Source: an optimization exercise on an open RTL-to-GDS flow (aim: small area, a short achievable clock period and few clock cycles). Production flows keep margins and buffers that such runs may drop. At most, simulation tests tie the RTL to the original design; equivalence was not proved. Power is estimated from default activity; no workload was simulated.

==> inputs of branch fjord <==
// lxe
module lxe (
    input  wire        clk,
    input  wire        rst,         
    input  wire        bus_valid,
    input  wire        bus_write,
    input  wire [5:0]  bus_addr,
    input  wire [31:0] bus_wdata,
    output wire        bus_ready,
    output reg         bus_rvalid,
    output reg  [31:0] bus_rdata
);
    localparam [5:0] A_CMD    = 6'h00;
    localparam [5:0] A_STATUS = 6'h04;
    localparam [5:0] A_EINFO  = 6'h08;
    localparam [5:0] A_K0     = 6'h10;
    localparam [5:0] A_K1     = 6'h14;
    localparam [5:0] A_K2     = 6'h18;
    localparam [5:0] A_K3     = 6'h1C;
    localparam [5:0] A_V0     = 6'h20;
    localparam [5:0] A_V1     = 6'h24;
    localparam [5:0] A_OPA    = 6'h28;
    localparam [5:0] A_OPB    = 6'h2C;
    localparam [5:0] A_RES    = 6'h30;
    localparam [5:0] A_CRC    = 6'h34;
    localparam [31:0] DEC_START = 32'hE3779B90;    
    localparam [7:0] OP_CRC_INIT = 8'h01;
    localparam [7:0] OP_CRC_UPD  = 8'h02;
    localparam [7:0] OP_AND32    = 8'h10;
    localparam [7:0] OP_OR32     = 8'h11;
    localparam [7:0] OP_XOR32    = 8'h12;
    localparam [7:0] OP_SHL32    = 8'h13;
    localparam [7:0] OP_SHR32    = 8'h14;
    localparam [7:0] OP_SWAP     = 8'h18;
    localparam [7:0] OP_SWAPBP   = 8'h19;
    localparam [7:0] OP_XTEA_ENC = 8'h20;
    localparam [7:0] OP_XTEA_DEC = 8'h21;
    localparam [7:0] OP_KEY_CLR  = 8'h22;
    localparam [7:0] OP_CLRERR   = 8'h7F;
    localparam [3:0] E_ILLEGAL_CMD    = 4'd1;
    localparam [3:0] E_BAD_ADDR       = 4'd2;
    localparam [3:0] E_RO_WRITE       = 4'd3;
    localparam [3:0] E_KEY_NOT_LOADED = 4'd4;
    reg [31:0] k0, k1, k2, k3;
    reg [31:0] ra, rb;           
    reg        vsw;
    reg [31:0] opa, opb;
    reg [31:0] res;
    reg [15:0] crc;
    reg [3:0]  krdy;
    reg        err;
    reg [3:0]  ecode;
    reg [31:0] einfo;
    reg        rq_v;
    reg        rq_w;
    reg [5:0]  rq_a;
    reg [31:0] rq_d;
    reg        rdy;
    reg        busy;
    reg        dec;
    reg [4:0]  cnt;              
    reg [1:0]  kidx_r;           
    reg        rst_q;            
    reg [31:0] sk_r;             
    assign bus_ready = rdy;
    wire accept = bus_valid && rdy;
    wire exec   = rq_v && !busy;
  ...
==> flow/config.mk <==
export PLATFORM = sky130hd
export DESIGN_NAME = lxe
export DESIGN_NICKNAME = lxe
export VERILOG_FILES = /design/flow/design.v
export SDC_FILE = /design/flow/constraint.sdc
export NUM_CORES = 4
export LEC_CHECK = 0
export CAP_MARGIN = 20
export CORE_MARGIN = 2
export CORE_UTILIZATION = 40
export CTS_BUF_LIST = sky130_fd_sc_hd__clkbuf_16
export CTS_CLUSTER_DIAMETER = 80
export CTS_CLUSTER_SIZE = 25
export PLACE_DENSITY = 0.6
export SLEW_MARGIN = 20
export TNS_END_PERCENT = 20
==> flow/constraint.sdc <==
create_clock -name core_clock -period 12.0 [get_ports {clk}]
set_input_delay 2.4000 -clock core_clock [delete_from_list [all_inputs] [get_ports {clk}]]
set_output_delay 2.4000 -clock core_clock [all_outputs]
set_load 0.01 [all_outputs]
standard.sh (not shown) runs the stock make flow with config.mk's settings and CLKGATE_MAP_FILE= SYNTH_SCRIPT=/design/flow/synth_recipe.tcl, a recipe that flattens the netlist after the stock synthesis.
==> flow/flow/run.sh <==
#!/bin/bash
# Standard synthesis and layout, with two changes: the port buffers are
# buf_2 cells, and repair_timing aims at a setup margin of 7.5 ns, so that it
# also works on paths that already meet the 12 ns clock.
set -euo pipefail
bash standard.sh synth > synth.log 2>&1
bash standard.sh SETUP_SLACK_MARGIN=7.5 "BUFFER_PORTS_ARGS=-buffer_cell sky130_fd_sc_hd__buf_2" finish > layout.log 2>&1
==> inputs of branch lagoon, as changes to branch fjord <==
--- a/flow/design.v
+++ b/flow/design.v
@@ -59,15 +59,15 @@
     reg        dec;
     reg [4:0]  cnt;              
     reg [1:0]  kidx_r;           
     reg        rst_q;            
     reg [31:0] sk_r;             
     assign bus_ready = rdy;
     wire accept = bus_valid && rdy;
-    wire exec   = rq_v && !busy;
+    wire exec   = rq_v && !busy && !ubusy;
     function [15:0] crc16_step;
         input [15:0] c;
         input [7:0]  b;
         integer i;
         reg [15:0] x;
         begin
             x = c ^ {8'h00, b};
@@ -76,30 +76,14 @@
                     x = (x >> 1) ^ 16'hA001;
                 else
                     x = x >> 1;
             end
             crc16_step = x;
         end
     endfunction
-    function [7:0] rev8;
-        input [7:0] x;
-        integer i;
-        begin
-            for (i = 0; i < 8; i = i + 1)
-                rev8[i] = x[7 - i];
-        end
-    endfunction
-    function [31:0] rev32;
-        input [31:0] x;
-        integer i;
-        begin
-            for (i = 0; i < 32; i = i + 1)
-                rev32[i] = x[31 - i];
-        end
-    endfunction
     wire [7:0]  opc = rq_d[7:0];
     wire [7:0]  arg = rq_d[15:8];
     wire [15:0] rsv = rq_d[31:16];
     wire misaligned = (rq_a[1:0] != 2'b00);
     wire reserved   = (rq_a == 6'h0C) || (rq_a == 6'h38) || (rq_a == 6'h3C);
     wire bad_addr   = misaligned || reserved;
     wire ro_write   = rq_w && ((rq_a == A_STATUS) || (rq_a == A_EINFO) ||
@@ -142,16 +126,16 @@
             raise_code = E_KEY_NOT_LOADED;
             raise_info = rq_d;
         end else begin
             raise = 1'b0;
         end
     end
     wire cmd_ok = exec && is_cmd && legal && !(is_xtea && (krdy != 4'b1111));
-    wire [31:0] v0_q = (vsw || busy) ? rb : ra;
-    wire [31:0] v1_q = (vsw && !busy) ? ra : rb;
+    wire [31:0] v0_q = vsw ? rb : ra;
+    wire [31:0] v1_q = vsw ? ra : rb;
     reg [31:0] read_data;
     always @(*) begin
         case (rq_a)
             A_STATUS: read_data = {20'h0, krdy, err ? ecode : 4'h0, 3'b000, err};
             A_EINFO:  read_data = err ? einfo : 32'h0;
             A_K0:     read_data = krdy[0] ? k0 : 32'h0;
             A_K1:     read_data = krdy[1] ? k1 : 32'h0;
@@ -162,40 +146,43 @@
             A_OPA:    read_data = opa;
             A_OPB:    read_data = opb;
             A_RES:    read_data = res;
             A_CRC:    read_data = {16'h0, crc};
             default:  read_data = 32'h0;
         endcase
     end
-    wire        is_swap   = opc[3];              
-    wire        sh_right  = opc[2] | opc[3];     
-    wire        sw16      = opc[0] || (arg == 8'd16);
-    wire        sw24      = !opc[0] && (arg == 8'd24);
-    wire        sw32      = !opc[0] && (arg == 8'd32);
-    wire [4:0]  sh_amt    = is_swap ? {sw16, sw24, 3'b000} : opb[4:0];
-    wire        sh_zero   = is_swap ? !(sw16 || sw24 || sw32) : (opb[31:5] != 27'h0);
-    wire [31:0] sh_in     = is_swap ? {rev8(opa[31:24]), rev8(opa[23:16]),
-                                       rev8(opa[15:8]),  rev8(opa[7:0])} :
-                            opc[2]  ? rev32(opa) : opa;
-    wire [31:0] sh1       = sh_amt[0] ? {sh_in[30:0], 1'b0}  : sh_in;
-    wire [31:0] sh2       = sh_amt[1] ? {sh1[29:0], 2'b00}   : sh1;
-    wire [31:0] sh3       = sh_amt[2] ? {sh2[27:0], 4'h0}    : sh2;
-    wire [31:0] sh4       = sh_amt[3] ? {sh3[23:0], 8'h00}   : sh3;
-    wire [31:0] sh_out    = sh_amt[4] ? {sh4[15:0], 16'h0000} : sh4;
-    wire [31:0] sh_res    = sh_zero ? 32'h0 : (sh_right ? rev32(sh_out) : sh_out);
-    reg [31:0] util_res;
+    wire        sh_big  = (opb[31:5] != 27'h0);
+    wire        sw16    = opc[0] || (arg == 8'd16);
+    wire        sw24    = !opc[0] && (arg == 8'd24);
+    wire        sw32    = !opc[0] && (arg == 8'd32);
+    wire [31:0] opa_rev = {opa[7:0], opa[15:8], opa[23:16], opa[31:24]};
+    reg [31:0] util_res;         
+    reg [4:0]  util_n;           
     always @(*) begin
+        util_n = 5'd0;
         case (opc[3:0])
             4'h0:    util_res = opa & opb;
             4'h1:    util_res = opa | opb;
             4'h2:    util_res = opa ^ opb;
-            default: util_res = sh_res;
+            4'h3, 4'h4: begin
+                util_res = sh_big ? 32'h0 : opa;
+                util_n   = sh_big ? 5'd0 : opb[4:0];
+            end
+            default: begin           
+                util_res = (sw16 || sw24 || sw32) ? opa_rev : 32'h0;
+                util_n   = {3'b000, sw16, sw24};
+            end
         endcase
     end
     wire is_util = (opc[7:4] == 4'h1);
+    wire ustart  = cmd_ok && is_util && (util_n != 5'd0);
+    reg        ubusy;            
+    reg [4:0]  ucnt;             
+    reg [1:0]  umode;            
+    wire       ulast = ubusy && (ucnt == 5'd1);
     wire start     = cmd_ok && is_xtea;
     wire start_dec = opc[0];
     wire do_swap   = start && (vsw != start_dec);
     function [33:0] step_rom;
         input [5:0] dj;
         begin
             case (dj)
@@ -279,18 +266,14 @@
         endcase
     end
     wire [31:0] k3_dec0 = k3 + DEC_START;
     wire [31:0] sk_next = start ? (opc[0] ? k3_dec0 : k0) : (rom_now[31:0] + ksel);
     wire [31:0] mx_t  = ((rb << 4) ^ (rb >> 5)) + rb;
     wire [31:0] mx    = mx_t ^ (sk_r ^ {32{dec}});
     wire [31:0] nb    = ra + mx + {31'h0, dec};
-    wire rq_vread = rq_v && !rq_w && ((rq_a == A_V0) || (rq_a == A_V1)) &&
-                    ((rq_a == A_V0) ^ vsw);
-    wire fwd      = busy && (cnt == 5'd0) && rq_vread;
-    wire fwd_next = busy && (cnt == 5'd31) && rq_vread && !accept;
     wire wr_ok = exec && rq_w && !raise;
     always @(posedge clk) begin
         if (accept) begin
             rq_w <= bus_write;
             rq_a <= bus_addr;
             rq_d <= bus_wdata;
         end
@@ -299,23 +282,33 @@
         if (busy || start) begin
             sk_r   <= sk_next;
             kidx_r <= rom_after[33:32];
         end
         if (start)
             dec <= start_dec;
         if (rst) begin
-            busy <= 1'b0; cnt <= 5'h0;
+            busy <= 1'b0; cnt <= 5'h0; ubusy <= 1'b0;
             rq_v <= 1'b0;
             rdy <= 1'b1;
             bus_rvalid <= 1'b0;
         end else begin
-            rq_v <= accept || (rq_v && busy && !fwd);
-            rdy  <= fwd_next || !((accept || (rq_v && busy && !fwd)) &&
-                                  ((busy && cnt != 5'd0) || start));
-            bus_rvalid <= exec || fwd;
+            rq_v <= accept || (rq_v && (busy || ubusy));
+            rdy  <= !((accept || (rq_v && (busy || ubusy))) &&
+                      ((busy && cnt != 5'd0) || start || (ubusy && !ulast) || ustart));
+            bus_rvalid <= (exec && !start && !ustart) || (busy && cnt == 5'd0) || ulast;
+            if (ubusy) begin
+                ucnt <= ucnt - 5'd1;
+                if (ulast)
+                    ubusy <= 1'b0;
+            end
+            if (ustart) begin
+                ubusy <= 1'b1;
+                ucnt  <= util_n;
+                umode <= opc[3] ? 2'd2 : {1'b0, opc[2]};
+            end
             if (busy) begin
                 if (cnt == 5'd0)
                     busy <= 1'b0;        
                 else
                     cnt  <= cnt + 5'd1;
             end
             if (start) begin
@@ -381,10 +374,17 @@
                     OP_KEY_CLR:  krdy <= 4'h0;
                     OP_CLRERR:   err  <= 1'b0;
                     default: ;
                 endcase
                 if (is_util)
                     res <= util_res;
             end
+            if (ubusy) begin
+                case (umode)
+                    2'd0:    res <= {res[30:0], 1'b0};
+                    2'd1:    res <= {1'b0, res[31:1]};
+                    default: res <= {8'h00, res[31:8]};
+                endcase
+            end
         end
     end
 endmodule
==> flow/flow/run.sh (replaced) <==
#!/bin/bash
# Standard synthesis and layout, with two changes: the port buffers are
# buf_4 cells, and repair_timing aims at a setup margin of 7.5 ns, so that it
# also works on paths that already meet the 12 ns clock.
set -euo pipefail
bash standard.sh synth > synth.log 2>&1
bash standard.sh SETUP_SLACK_MARGIN=7.5 "BUFFER_PORTS_ARGS=-buffer_cell sky130_fd_sc_hd__buf_4" finish > layout.log 2>&1
- CTS_BUF_LIST: sky130_fd_sc_hd__clkbuf_16 -> not set
- CTS_CLUSTER_DIAMETER: 80 -> not set
- CTS_CLUSTER_SIZE: 25 -> not set
- TNS_END_PERCENT: 20 -> not set
==> inputs of branch xenon, as changes to branch fjord <==
--- a/flow/design.v
+++ b/flow/design.v
@@ -142,25 +142,25 @@
             raise_code = E_KEY_NOT_LOADED;
             raise_info = rq_d;
         end else begin
             raise = 1'b0;
         end
     end
     wire cmd_ok = exec && is_cmd && legal && !(is_xtea && (krdy != 4'b1111));
-    wire [31:0] v0_q = (vsw || busy) ? rb : ra;
-    wire [31:0] v1_q = (vsw && !busy) ? ra : rb;
+    wire [31:0] v0_q = vsw ? rb : ra;
+    wire [31:0] v1_q = vsw ? ra : rb;
     reg [31:0] read_data;
     always @(*) begin
         case (rq_a)
-            A_STATUS: read_data = {20'h0, krdy, err ? ecode : 4'h0, 3'b000, err};
-            A_EINFO:  read_data = err ? einfo : 32'h0;
-            A_K0:     read_data = krdy[0] ? k0 : 32'h0;
-            A_K1:     read_data = krdy[1] ? k1 : 32'h0;
-            A_K2:     read_data = krdy[2] ? k2 : 32'h0;
-            A_K3:     read_data = krdy[3] ? k3 : 32'h0;
+            A_STATUS: read_data = {20'h0, krdy, ecode, 3'b000, err};
+            A_EINFO:  read_data = einfo;
+            A_K0:     read_data = k0;
+            A_K1:     read_data = k1;
+            A_K2:     read_data = k2;
+            A_K3:     read_data = k3;
             A_V0:     read_data = v0_q;
             A_V1:     read_data = v1_q;
             A_OPA:    read_data = opa;
             A_OPB:    read_data = opb;
             A_RES:    read_data = res;
             A_CRC:    read_data = {16'h0, crc};
             default:  read_data = 32'h0;
@@ -279,18 +279,14 @@
         endcase
     end
     wire [31:0] k3_dec0 = k3 + DEC_START;
     wire [31:0] sk_next = start ? (opc[0] ? k3_dec0 : k0) : (rom_now[31:0] + ksel);
     wire [31:0] mx_t  = ((rb << 4) ^ (rb >> 5)) + rb;
     wire [31:0] mx    = mx_t ^ (sk_r ^ {32{dec}});
     wire [31:0] nb    = ra + mx + {31'h0, dec};
-    wire rq_vread = rq_v && !rq_w && ((rq_a == A_V0) || (rq_a == A_V1)) &&
-                    ((rq_a == A_V0) ^ vsw);
-    wire fwd      = busy && (cnt == 5'd0) && rq_vread;
-    wire fwd_next = busy && (cnt == 5'd31) && rq_vread && !accept;
     wire wr_ok = exec && rq_w && !raise;
     always @(posedge clk) begin
         if (accept) begin
             rq_w <= bus_write;
             rq_a <= bus_addr;
             rq_d <= bus_wdata;
         end
@@ -304,18 +300,18 @@
             dec <= start_dec;
         if (rst) begin
             busy <= 1'b0; cnt <= 5'h0;
             rq_v <= 1'b0;
             rdy <= 1'b1;
             bus_rvalid <= 1'b0;
         end else begin
-            rq_v <= accept || (rq_v && busy && !fwd);
-            rdy  <= fwd_next || !((accept || (rq_v && busy && !fwd)) &&
-                                  ((busy && cnt != 5'd0) || start));
-            bus_rvalid <= exec || fwd;
+            rq_v <= accept || (rq_v && busy);
+            rdy  <= !((accept || (rq_v && busy)) &&
+                      ((busy && cnt != 5'd0) || start));
+            bus_rvalid <= (exec && !start) || (busy && cnt == 5'd0);
             if (busy) begin
                 if (cnt == 5'd0)
                     busy <= 1'b0;        
                 else
                     cnt  <= cnt + 5'd1;
             end
             if (start) begin
@@ -337,53 +333,49 @@
             if (wr_ok && rq_a == A_V0) begin
                 if (vsw) rb <= rq_d; else ra <= rq_d;
             end
             if (wr_ok && rq_a == A_V1) begin
                 if (vsw) ra <= rq_d; else rb <= rq_d;
             end
         end
-        if (wr_ok) begin
-            case (rq_a)
-                A_K0: k0 <= rq_d;
-                A_K1: k1 <= rq_d;
-                A_K2: k2 <= rq_d;
-                A_K3: k3 <= rq_d;
-                default: ;
-            endcase
-        end
-        if (exec && raise && !err) begin
-            ecode <= raise_code;
-            einfo <= raise_info;
-        end
         if (rst_q) begin
+            k0 <= 32'h0; k1 <= 32'h0; k2 <= 32'h0; k3 <= 32'h0;
             opa <= 32'h0; opb <= 32'h0;
             res <= 32'h0;
             crc <= 16'h0;
             krdy <= 4'h0;
-            err <= 1'b0;
+            err <= 1'b0; ecode <= 4'h0; einfo <= 32'h0;
         end else begin
-            if (exec && raise && !err)
-                err <= 1'b1;
+            if (exec && raise && !err) begin
+                err   <= 1'b1;
+                ecode <= raise_code;
+                einfo <= raise_info;
+            end
             if (wr_ok) begin
                 case (rq_a)
-                    A_K0: krdy[0] <= 1'b1;
-                    A_K1: krdy[1] <= 1'b1;
-                    A_K2: krdy[2] <= 1'b1;
-                    A_K3: krdy[3] <= 1'b1;
+                    A_K0: begin k0 <= rq_d; krdy[0] <= 1'b1; end
+                    A_K1: begin k1 <= rq_d; krdy[1] <= 1'b1; end
+                    A_K2: begin k2 <= rq_d; krdy[2] <= 1'b1; end
+                    A_K3: begin k3 <= rq_d; krdy[3] <= 1'b1; end
                     A_OPA: opa <= rq_d;
                     A_OPB: opb <= rq_d;
                     default: ;
                 endcase
             end
             if (cmd_ok) begin
                 case (opc)
                     OP_CRC_INIT: crc <= 16'h0000;
                     OP_CRC_UPD:  crc <= crc16_step(crc, arg);
-                    OP_KEY_CLR:  krdy <= 4'h0;
-                    OP_CLRERR:   err  <= 1'b0;
+                    OP_KEY_CLR: begin
+                        k0 <= 32'h0; k1 <= 32'h0; k2 <= 32'h0; k3 <= 32'h0;
+                        krdy <= 4'h0;
+                    end
+                    OP_CLRERR: begin
+                        err <= 1'b0; ecode <= 4'h0; einfo <= 32'h0;
+                    end
                     default: ;
                 endcase
                 if (is_util)
                     res <= util_res;
             end
         end
     end
==> flow/flow/run.sh (replaced) <==
#!/bin/bash
# Standard synthesis and layout, with two changes: the port buffers are
# buf_4 cells, and repair_timing aims at a setup margin of 7.5 ns, so that it
# also works on paths that already meet the 12 ns clock.
set -euo pipefail
bash standard.sh synth > synth.log 2>&1
bash standard.sh SETUP_SLACK_MARGIN=7.5 "BUFFER_PORTS_ARGS=-buffer_cell sky130_fd_sc_hd__buf_4" finish > layout.log 2>&1
- CTS_BUF_LIST: sky130_fd_sc_hd__clkbuf_16 -> not set
- CTS_CLUSTER_DIAMETER: 80 -> not set
- CTS_CLUSTER_SIZE: 25 -> not set
- TNS_END_PERCENT: 20 -> not set
==> inputs of branch amber, as changes to branch fjord <==
==> flow/flow/run.sh (replaced) <==
#!/bin/bash
# Standard synthesis and layout, with two changes: the port buffers are
# buf_2 cells, and repair_timing aims at a setup margin of 7.75 ns, so that it
# also works on paths that already meet the 12 ns clock.
set -euo pipefail
bash standard.sh synth > synth.log 2>&1
bash standard.sh SETUP_SLACK_MARGIN=7.75 "BUFFER_PORTS_ARGS=-buffer_cell sky130_fd_sc_hd__buf_2" finish > layout.log 2>&1
- CTS_BUF_LIST: sky130_fd_sc_hd__clkbuf_16 -> not set
- CTS_CLUSTER_DIAMETER: 80 -> not set
- CTS_CLUSTER_SIZE: 25 -> not set
- TNS_END_PERCENT: 20 -> not set
==> qor summary <==
	branch fjord	branch lagoon	branch amber	branch xenon
Status	timing/DRC/antenna clean	timing/DRC/antenna clean	timing/DRC/antenna clean	timing/DRC/antenna clean
Final setup skew	0.0284 ns	0.0358 ns	0.0435 ns	0.0224 ns
Area of combinational cells with multiple inputs	0.0189 mm^2	0.0184 mm^2	0.0194 mm^2	0.0214 mm^2
Horiz. Die Dim	285 um	282 um	285 um	289 um
Top FF cell, synth	sky130_fd_sc_hd__edfxtp_1	sky130_fd_sc_hd__edfxtp_1	sky130_fd_sc_hd__edfxtp_1	sky130_fd_sc_hd__dfxtp_1
Clock sink count	461	469	461	462
Fraction of area in registers	33.3%	33.4%	31.8%	27.4%
Largest net degree at the start of global routing	96	73	71	93
Group with the largest share of power	registers	clock	clock	clock
DR WL met3	11900 um	12000 um	12500 um	15300 um
Final Critical Period	4.63 ns	4.67 ns	4.66 ns	4.59 ns
Clock Power	1.20 mW	1.74 mW	1.79 mW	1.72 mW
Average wire per cell in the routed design	27.2 um	27.0 um	27.2 um	26.7 um
Buffering stage count on the worst path with inverters included	1	3	1	0
Switching Fraction	26.9%	23.8%	23.8%	25.7%
Later-pin clock latency in the skew report	0.65 ns	0.65 ns	0.64 ns	0.64 ns
Net count, final	3694	3683	3749	4178
Multi-input gates	2634	2591	2634	3119
Detail-routed via count per cell	6.37	6.23	6.32	6.33
Largest stage delay, worst path	0.37 ns	0.37 ns	0.38 ns	0.45 ns
Num CTS Buffers	31	54	54	55
Testbench counts of branch fjord, summed over its fixed seeds: cycles 50,476.
Testbench counts of branch xenon, summed over its fixed seeds: cycles 51,068.
Testbench counts of branch amber, summed over its fixed seeds: cycles 50,476.
For branch lagoon, only the layout was checked, not whether the RTL still works.

afterwards: timing with drivers on the ports:
How much do the figures lean on ideal ports? The routed layouts below were timed once more, with nothing changed but the port constraints.
Step 1, drivers: a clkbuf_16 drives clk and a buf_2 each remaining input, both assumed.
Step 2 also shifts input and output timing later by t, the mid clock arrival at the registers, as if the neighbouring blocks saw the same clock.
Slacks: ideal / step 1 / step 2; pairs: ideal / step 1.
run | t (ns) | setup WS [ns] | worst setup path after step 2 | clock arrival spread, ns | worst data-port slew with drivers (ns)
branch fjord | 0.701 | 7.374 / 7.374 / 7.374 | register to register | 0.029 / 0.030 | 0.05
branch lagoon | 0.696 | 7.330 / 7.330 / 7.330 | register to register | 0.036 / 0.036 | 0.04
branch xenon | 0.698 | 7.411 / 7.411 / 7.411 | register to register | 0.023 / 0.023 | 0.04
branch amber | 0.686 | 7.341 / 7.341 / 7.341 | register to register | 0.045 / 0.044 | 0.06
After both steps every run listed still meets setup and hold.
